This is an optimization exercise on Yosys and OpenROAD, whose aim is small area, a short achievable clock period and few clock cycles per item, not a production implementation.
Where RTL was checked, it was by simulation tests only, not by an equivalence proof against the original.
Power and IR drop assume default switching activity.

Setup of yarrow:
Design olivia_fec_decoder, start of the top module:
module olivia_fec_decoder (
    input  wire        clk,
    input  wire        rst,
    input  wire        in_valid,
    output wire        in_ready,
    input  wire [3:0]  in_bps,
    input  wire [47:0] in_soft,
    output wire        out_valid,
    input  wire        out_ready,
    output wire [6:0]  out_char,
    output wire [2:0]  out_index,
    output wire [11:0] out_peak,
    output wire        out_last
);
Size: roughly 4,400 flip-flops, roughly 81 I/O pins, about 130,000 sq um of cells after synthesis.
Settings: LEC_CHECK=0, CAP_MARGIN=40, CORE_MARGIN=2, CORE_UTILIZATION=35, PLACE_DENSITY=0.55, SLEW_MARGIN=20; clock period 10.0 ns.
standard.sh (not shown) runs the stock make flow with config.mk's settings and CLKGATE_MAP_FILE= SYNTH_SCRIPT=/design/flow/synth_recipe.tcl, a recipe that flattens the netlist after the stock synthesis.
==> flow/flow/run.sh <==
#!/bin/bash
# Standard layout with: buf_4 port buffers, no dummy clock loads, clock sink clusters of up to 28 sinks within 60 um,
# and timing repair aiming for 6.9 ns of setup slack.
set -euo pipefail
export BUFFER_PORTS_ARGS="-buffer_cell sky130_fd_sc_hd__buf_4"
export CTS_ARGS="-sink_clustering_enable -repair_clock_nets -dont_use_dummy_load -sink_clustering_size 28 -sink_clustering_max_diameter 60"
export SETUP_SLACK_MARGIN=6.9
bash standard.sh > standard.log 2>&1
Testbench counts of yarrow, summed over its fixed seeds: cycles 35,472, chars 1,720.
Relative to yarrow, the following input files were edited for fjord:
diff --git a/flow/design.v b/flow/design.v
--- a/flow/design.v
+++ b/flow/design.v
@@ -315,60 +315,58 @@
     reg [11:0] l1m [0:3];
     reg [1:0]  l1i [0:3];     
     generate
         for (q = 0; q < 4; q = q + 1) begin : g_l1
             wire r = mag[2*q + 1] > mag[2*q];
             always @(posedge clk) begin
                 l1m[q] <= r ? mag[2*q + 1] : mag[2*q];
                 l1i[q] <= r ? {1'b1, sg[2*q + 1]} : {1'b0, sg[2*q]};
             end
         end
     endgenerate
-    reg [11:0] l2m [0:1];
-    reg [2:0]  l2i [0:1];
+    wire [11:0] l2m [0:1];
+    wire [2:0]  l2i [0:1];
     generate
         for (q = 0; q < 2; q = q + 1) begin : g_l2
             wire r = l1m[2*q + 1] > l1m[2*q];
-            always @(posedge clk) begin
-                l2m[q] <= r ? l1m[2*q + 1] : l1m[2*q];
-                l2i[q] <= r ? {1'b1, l1i[2*q + 1]} : {1'b0, l1i[2*q]};
-            end
+            assign l2m[q] = r ? l1m[2*q + 1] : l1m[2*q];
+            assign l2i[q] = r ? {1'b1, l1i[2*q + 1]} : {1'b0, l1i[2*q]};
         end
     endgenerate
     wire        l3r = l2m[1] > l2m[0];
     wire [11:0] l3m = l3r ? l2m[1] : l2m[0];
     wire [3:0]  l3i = l3r ? {1'b1, l2i[1]} : {1'b0, l2i[0]};
     reg [11:0] pk_m;
     reg [3:0]  pk_i;          
     always @(posedge clk) begin
         pk_m <= l3m;
         pk_i <= l3i;
     end
-    wire [2:0] ypk = dc_m + 3'd1;
+    wire [2:0] ypk = dc_m + 3'd2;
     reg [11:0] rm_m;
     reg [6:0]  rm_i;          
-    wire take = dc_mh[7] | (pk_m > rm_m);       
+    wire take = dc_mh[6] | (pk_m > rm_m);       
     always @(posedge clk) begin
         if (take) begin
             rm_m <= pk_m;
             rm_i <= {ypk, pk_i};
         end
     end
     reg [1:0] wq;
     always @(posedge clk) begin
         if (rst)
             wq <= 2'd0;
         else if (dc_mh[7])
             wq <= {wq[0], win_end};
     end
-    wire res_v = dc_mh[7] & wq[1];
+    wire res_v = dc_mh[6] & wq[1];
     reg  [2:0]  rc_i;
     wire        rc_last = (rc_i == dc_bm1);
     wire [22:0] res = {rc_last, rc_i, rm_i[0], rm_i[6:1], rm_m};    
     always @(posedge clk) begin
         if (rst)
             rc_i <= 3'd0;
         else if (res_v)
             rc_i <= rc_last ? 3'd0 : rc_i + 3'd1;
     end
     reg [22:0] qd [0:NCRED-1];
     reg [2:0]  qn;            
### Flow results
[compare] base=yarrow new=fjord: power attributed to the clock group was more or less identical; register-to-register slack went down by 0.53 ns; mux share of post-synthesis cell area was more or less identical; worst setup slack lost 0.25 ns. Count of clock-buffer cells in the layout, fjord vs yarrow: up by a few percent. fjord vs yarrow, critical path launch point: l1m[2][5] vs rdy.
No functional check of the RTL was part of fjord.

---

Setup of main:
olivia_fec_decoder again, from the RTL that the note above started with.
export LEC_CHECK = 0
export CAP_MARGIN = 40
export CORE_MARGIN = 2
export CORE_UTILIZATION = 35
export PLACE_DENSITY = 0.55
export SLEW_MARGIN = 20
create_clock -name core_clock -period 10.0 [get_ports {clk}]
==> flow/flow/run.sh <==
#!/bin/bash
# Standard layout with: buf_4 port buffers, no dummy clock loads, clock sink clusters of up to 28 sinks within 60 um,
# and timing repair aiming for 6.8 ns of setup slack.
set -euo pipefail
export BUFFER_PORTS_ARGS="-buffer_cell sky130_fd_sc_hd__buf_4"
export CTS_ARGS="-sink_clustering_enable -repair_clock_nets -dont_use_dummy_load -sink_clustering_size 28 -sink_clustering_max_diameter 60"
export SETUP_SLACK_MARGIN=6.8
bash standard.sh > standard.log 2>&1
Testbench counts of main, summed over its fixed seeds: cycles 35,472, chars 1,720.
Inputs modified between main and the feature branch:
-- flow/design.v --
<<< main, line 246
            wire [9:0] sel = terms[9:0]   | terms[19:10] | terms[29:20] | terms[39:30] |
                             terms[49:40] | terms[59:50] | terms[69:60] | terms[79:70];
            wire [9:0] rv = sel;
            if (x == 7) begin : g_z
                assign dk[x] = rv;
>>> the feature branch, line 246
            wire [9:0] sel = terms[9:0]   | terms[19:10] | terms[29:20] | terms[39:30] |
                             terms[49:40] | terms[59:50] | terms[69:60] | terms[79:70];
            reg  [9:0] rv;
            always @(posedge clk) rv <= sel;
            if (x == 7) begin : g_z
                assign dk[x] = rv;
<<< main, line 344
        pk_i <= l3i;
    end
    wire [2:0] ypk = dc_m + 3'd1;
    reg [11:0] rm_m;
    reg [6:0]  rm_i;          
    wire take = dc_mh[7] | (pk_m > rm_m);       
    always @(posedge clk) begin
        if (take) begin
>>> the feature branch, line 345
        pk_i <= l3i;
    end
    wire [2:0] ypk = dc_m;
    reg [11:0] rm_m;
    reg [6:0]  rm_i;          
    wire take = dc_mh[0] | (pk_m > rm_m);
    always @(posedge clk) begin
        if (take) begin
<<< main, line 354
        end
    end
    reg [1:0] wq;
    always @(posedge clk) begin
        if (rst)
            wq <= 2'd0;
        else if (dc_mh[7])
            wq <= {wq[0], win_end};
    end
    wire res_v = dc_mh[7] & wq[1];
    reg  [2:0]  rc_i;
    wire        rc_last = (rc_i == dc_bm1);
>>> the feature branch, line 355
        end
    end
    reg [16:0] tok;
    always @(posedge clk) begin
        if (rst) tok <= 17'd0;
        else     tok <= {tok[15:0], win_end};
    end
    wire res_v = tok[16];
    reg  [2:0]  rc_i;
    wire        rc_last = (rc_i == dc_bm1);
The feature branch: no failed stages, no open violations at the end
When the final numbers for main and the feature branch were put side by side, the clock buffer instance count of the final layout turned out to be greater in the feature branch.
Per the comparison of the feature branch with main, synthesized instance count increased by about 1.4% relative to the old numbers, routed via count divided by cell count increased by 0.015 relative to the old numbers, switching share of total power decreased by 0.26 points relative to the old numbers.
The feature branch vs main — total power of the final layout climbed by a few percent
Between main and the feature branch, the total placed instance area is lower for main.
The feature branch reports a higher power density normalized to cell area than main does.
Run comparison: main highest routing layer actually used met5; the feature branch highest routing layer actually used met4
Testbench counts of the feature branch, summed over its fixed seeds: cycles 35,480, chars 1,720.

---

== S ==
olivia_fec_decoder, a different RTL version from the one above (not shown whole).
For scale: roughly 11000 cells after synthesis, roughly 4300 flip-flops, roughly 81 I/O pins, roughly 130000 um2 of cells after synthesis.
export LEC_CHECK = 0
export CAP_MARGIN = 40
export CORE_MARGIN = 2
export CORE_UTILIZATION = 35
export PLACE_DENSITY = 0.55
export SLEW_MARGIN = 20
create_clock -name core_clock -period 10.0 [get_ports {clk}]
==> flow/flow/run.sh <==
#!/bin/bash
# Standard layout with: buf_4 port buffers, no dummy clock loads, clock sink clusters of up to 28 sinks within 60 um,
# and timing repair aiming for 6.9 ns of setup slack.
set -euo pipefail
export BUFFER_PORTS_ARGS="-buffer_cell sky130_fd_sc_hd__buf_4"
export CTS_ARGS="-sink_clustering_enable -repair_clock_nets -dont_use_dummy_load -sink_clustering_size 28 -sink_clustering_max_diameter 60"
export SETUP_SLACK_MARGIN=6.9
bash standard.sh > standard.log 2>&1
Relative to S, the following input files were edited for T:
diff --git a/flow/design.v b/flow/design.v
--- a/flow/design.v
+++ b/flow/design.v
@@ -77,32 +77,32 @@
     wire       go_0    = busy_0 & dc_mh[7] & cred_ok & (win | al);
     wire       last_0  = (go_0 & |(ih_0 & dc_bh)) | (dc_last & busy_0);
     wire       free_0  = ~busy_0 | last_0;
     wire       go_1    = cred_ok & ld_pg[7];
     wire       last_1  = go_1 & (ld_bm1 == 3'd0);
     wire       go_nx   = done ? go_1 : go_0;
     wire       rephase = ~dc_busy & ld_pg[7] & ld_pm[3] & ~t0;
     wire [7:0] mh_nx   = done ? 8'd1 : rephase ? 8'd16 : mh_0;
+    wire [7:0] mh_n    = rephase ? 8'd16 : mh_0;
+    wire [7:0] ih_n    = dc_busy ? ih_0 : 8'd1;
     wire [7:0] ih_4    = (busy_0 & ~win_end) ? (win ? {dc_ih[6:0], dc_ih[7]} : dc_ih) :
                          (busy_0 & win_end) ? ih_0 : 8'd1;
-    wire       hi_nx   = |mh_nx[7:4];
-    wire [7:0] i4_nx   = hi_nx ? ih_4 : (done ? 8'd1 : ih_0);
-    wire [7:0] m4_nx   = {mh_nx[3:0], mh_nx[7:4]};
+    wire       hi_nx   = |mh_n[7:4];
+    wire [7:0] i4_nx   = hi_nx ? ih_4 : ih_n;
+    wire [7:0] m4_nx   = {mh_n[3:0], mh_n[7:4]};
     wire [7:0] neg_0;
-    wire [7:0] neg_1;
     generate
         for (s = 0; s < 8; s = s + 1) begin : g_neg
             localparam [63:0] TAB = scr_tab(s);
             wire [63:0] hit;
             for (q = 0; q < 64; q = q + 1) begin : g_h
-                assign hit[q] = TAB[q] & ih_0[q / 8] & mh_0[q % 8];
+                assign hit[q] = TAB[q] & ih_n[q / 8] & mh_n[q % 8];
             end
             assign neg_0[s] = |hit;
-            assign neg_1[s] = TAB[0];
             wire [63:0] hit4;
             for (q = 0; q < 64; q = q + 1) begin : g_h4
                 assign hit4[q] = TAB[q] & i4_nx[q / 8] & m4_nx[q % 8];
             end
             always @(posedge clk) neg4[s] <= |hit4;
         end
     endgenerate
     wire [23:0] xs_init;      
@@ -163,17 +163,17 @@
             dc_gh   <= done ? {ld_pg[6:0], ld_pg[7]} : gh_0;
             win     <= go_nx | (win & ~win_end);
             dc_last <= done ? last_1 : last_0;
             if (go_nx & ~out_fire)
                 cred <= {1'b0, cred[NCRED-1:1]};
             else if (out_fire & ~go_nx)
                 cred <= {cred[NCRED-2:0], 1'b1};
         end
-        neg <= done ? neg_1 : neg_0;
+        neg <= neg_0;
     end
     assign in_ready = rdy;
     wire [47:0] xb;           
     generate
         for (p = 0; p < 8; p = p + 1) begin : g_xb
             assign xb[6*p +: 6] = in_soft[6*xsel[3*p +: 3] +: 6];
         end
     endgenerate
==> summary.txt <==
Every stage of the flow completed for T, and the final layout passed the timing, DRC and antenna checks.
Slowest stage cell on the critical path = sky130_fd_sc_hd__or4_4: S; slowest stage cell on the critical path = sky130_fd_sc_hd__dfxtp_4: T
Reported for S and T, count of buffers from port buffering turned out identical to the last digit.
The classification of the worst setup path comes out primary input to register in one run and register to primary output in the other, namely in S and T respectively.
S -> T: number of synthesized flops with an enable pin delta 0, exact match
T gives less gate count of the mapped netlist than S did.
[compare] base=S new=T: full die area neither gained nor lost much, XOR/XNOR share of the synthesized area saw little to no change.
Sort S and T by length of routed wiring on met1 asc -> top: S
Relative to S, cell count along the critical path has gone down in T.
Testbench counts of T, summed over its fixed seeds: cycles 35,440, chars 1,720.
Function not checked in S: the RTL went through the layout flow alone.

---

RTL: one of the versions met above, not the one the previous note started from.
export LEC_CHECK = 0
export CAP_MARGIN = 10
export CORE_MARGIN = 2
export CORE_UTILIZATION = 50
export PLACE_DENSITY = 0.68
export SLEW_MARGIN = 10
create_clock -name core_clock -period 10.0 [get_ports {clk}]
Scripts as last shown in full above: flow/flow/run.sh
The first run went through all stages and came out clean.
Testbench counts at the start, summed over its fixed seeds: cycles 35,440, chars 1,720.
Next try:
--- a/flow/design.v
+++ b/flow/design.v
@@ -250,28 +250,39 @@
                 if (K == 1) begin : g_1
                     always @(posedge clk) d <= B[j];
                 end else begin : g_n
                     always @(posedge clk) d <= {d[10*K-11:0], B[j]};
                 end
                 assign sk[j] = d[10*K-1 -: 10];
             end
         end
     endgenerate
+    wire [7:0] phi_n = {mh_nx[5:0], mh_nx[7:6]};
+    reg  [2:0] kr;
+    always @(posedge clk)
+        kr <= {phi_n[4] | phi_n[5] | phi_n[6] | phi_n[7], phi_n[2] | phi_n[3] | phi_n[6] | phi_n[7],
+               phi_n[1] | phi_n[3] | phi_n[5] | phi_n[7]};
+    wire [9:0] r0 [0:7];
+    wire [9:0] r1 [0:7];
+    wire [9:0] r2 [0:7];
+    wire [9:0] r3 [0:7];
+    generate
+        for (x = 0; x < 8; x = x + 1) begin : g_rv
+            assign r0[x] = sk[(8 - x) % 8];
+            assign r1[x] = kr[0] ? r0[(x + 7) % 8] : r0[x];
+            assign r2[x] = kr[1] ? r1[(x + 6) % 8] : r1[x];
+            assign r3[x] = kr[2] ? r2[(x + 4) % 8] : r2[x];
+        end
+    endgenerate
     wire [9:0] dk [0:7];
     generate
         for (x = 0; x < 8; x = x + 1) begin : g_rot
-            wire [79:0] terms;
-            for (j = 0; j < 8; j = j + 1) begin : g_t
-                assign terms[10*j +: 10] = sk[j] & {10{phi[(j + x) % 8]}};
-            end
-            wire [9:0] sel = terms[9:0]   | terms[19:10] | terms[29:20] | terms[39:30] |
-                             terms[49:40] | terms[59:50] | terms[69:60] | terms[79:70];
-            wire [9:0] rv = sel;
+            wire [9:0] rv = r3[x];
             if (x == 7) begin : g_z
                 assign dk[x] = rv;
             end else begin : g_d
                 localparam integer N = 7 - x;
                 reg [10*N-1:0] d;
                 if (N == 1) begin : g_1
                     always @(posedge clk) d <= rv;
                 end else begin : g_n
                     always @(posedge clk) d <= {d[10*N-11:0], rv};
Effect: Sequential cell count increases by 3. Power increases by about 4.6%. Setup slack got worse by 0.0086 ns. Clock power is about the same. Final area increases by 0.50%. Combinational power increases by about 13%. Sequential power barely changes. Count of clock-buffer cells in the layout is unchanged. Utilization increases by 0.37 points. Area after synthesis hardly moves. Via count decreases by about 3%. Non-clock buffer count does not change. Die area stays flat. Sequential share of layout area decreases by 0.27 points.
Only the layout flow was run in the second run of this note; the RTL was not checked for function there.

---

v8:
Another version of the RTL of olivia_fec_decoder (not shown whole).
Size: ~9800 cells after synthesis, ~81 I/O pins, roughly 120000 sq um of cells after synthesis.
==> flow/config.mk <==
export PLATFORM = sky130hd
export DESIGN_NAME = olivia_fec_decoder
export DESIGN_NICKNAME = olivia_fec_decoder
export VERILOG_FILES = /design/flow/design.v
export SDC_FILE = /design/flow/constraint.sdc
export NUM_CORES = 8
export LEC_CHECK = 0
export CAP_MARGIN = 10
export CORE_MARGIN = 2
export CORE_UTILIZATION = 50
export PLACE_DENSITY = 0.68
export SLEW_MARGIN = 10
==> flow/constraint.sdc <==
create_clock -name core_clock -period 10.0 [get_ports {clk}]
set_input_delay 2.0000 -clock core_clock [delete_from_list [all_inputs] [get_ports {clk}]]
set_output_delay 2.0000 -clock core_clock [all_outputs]
set_load 0.01 [all_outputs]
Scripts as last shown in full above: flow/flow/run.sh
Testbench counts of v8, summed over its fixed seeds: cycles 35,432, chars 1,720.
Input changes introduced in v24 (baseline for comparison: v8):
diff --git a/flow/design.v b/flow/design.v
--- a/flow/design.v
+++ b/flow/design.v
@@ -8,17 +8,17 @@
     output wire        out_valid,
     input  wire        out_ready,
     output wire [6:0]  out_char,
     output wire [2:0]  out_index,
     output wire [11:0] out_peak,
     output wire        out_last
 );
     localparam [63:0] SCRAMBLING_CODE = 64'hE257E6D0291574EC;
-    localparam integer NCRED = 4;    
+    localparam integer NCRED = 3;    
     function [63:0] scr_tab;
         input integer s;
         integer i, m;
         begin
             for (i = 0; i < 8; i = i + 1)
                 for (m = 0; m < 8; m = m + 1)
                     scr_tab[8*i + m] = SCRAMBLING_CODE[(8*s + m + 13*i) % 64];
         end
Results
- Setup slack was lower in the run labelled v8.
- | number of buffers other than clock buffers in the final layout | v24 vs v8 | 50 higher |
- When the final numbers for v8 and v24 were put side by side, the horizontal die dimension turned out to be smaller in v24.
- Compared v24 against v8; share of the final layout cell area in multi-input gates within noise.
- Looking at v8 and v24, the mean instance size in the synthesized netlist is a wash.
- Compared with v8, v24 degrades worst clock skew.
- v24 gives less storage element area than v8 did.
- On clock network latency to the later pin of the worst-skew pair, the higher figure sits with v24, not v8.
- [v24] number of library cell types mapped by synthesis fell 6.9% relative to v8
- In the metrics for v8 and v24, the one carrying the higher multi-input gate count is v8.
- Compared with v8, v24 improves area of the die.
- The lower total of flip-flops plus latches after synthesis of v8 and v24 is in v24.
- As far as area used by multi-input combinational logic is concerned, v8 and v24 perform about the same.
- Summary: with v8 as the reference, wire length on met3 in v24 moved down by a few percent.
Testbench counts of v24, summed over its fixed seeds: cycles 35,432, chars 1,720.

-- afterwards: timing with drivers on the ports --
The results above use ideal ports. As a check the final layouts listed here were re-extracted and re-timed, cells and wires unchanged. Step 1 (the two cells are an assumption about what drives the block):
set clk [get_ports {clk}]
set_driving_cell -lib_cell sky130_fd_sc_hd__clkbuf_16 $clk
set_driving_cell -lib_cell sky130_fd_sc_hd__buf_2 [delete_from_list [all_inputs] $clk]
Step 2 moves the port delays by t, midway between the first and last clock arrival at a register: inputs arrive t later, outputs are due t later. That takes back most of the time a late clock gives input paths. Three values: no drivers, after step 1, after step 2; two values: the first two.
run | t, ns | setup slack, ns | worst register clock-pin slew, ns | worst slew at a driven data input, ns
yarrow | 0.933 | 6.635 / 6.540 / 5.937 | 0.10 / 0.10 | 0.18
fjord | 0.961 | 6.389 / 6.389 / 5.961 | 0.10 / 0.10 | 0.16
main | 0.946 | 6.595 / 6.497 / 5.934 | 0.10 / 0.10 | 0.16
the feature branch | 0.964 | 6.636 / 6.543 / 5.918 | 0.10 / 0.10 | 0.12
S | 0.999 | 6.548 / 6.478 / 5.560 | 0.10 / 0.10 | 0.09
T | 0.943 | 6.639 / 6.545 / 5.995 | 0.10 / 0.10 | 0.21
the first run of note 4 | 0.939 | 6.665 / 6.573 / 6.030 | 0.10 / 0.10 | 0.10
the second run of note 4 | 0.938 | 6.656 / 6.565 / 6.006 | 0.11 / 0.11 | 0.08
v8 | 0.926 | 6.650 / 6.551 / 6.049 | 0.10 / 0.10 | 0.11
v24 | 0.924 | 6.691 / 6.598 / 5.986 | 0.10 / 0.10 | 0.20
After both steps setup and hold are still met in every run listed. The setup slack of S, which loses most, moves by -0.070 ns with the drivers and by -0.988 ns with both steps.
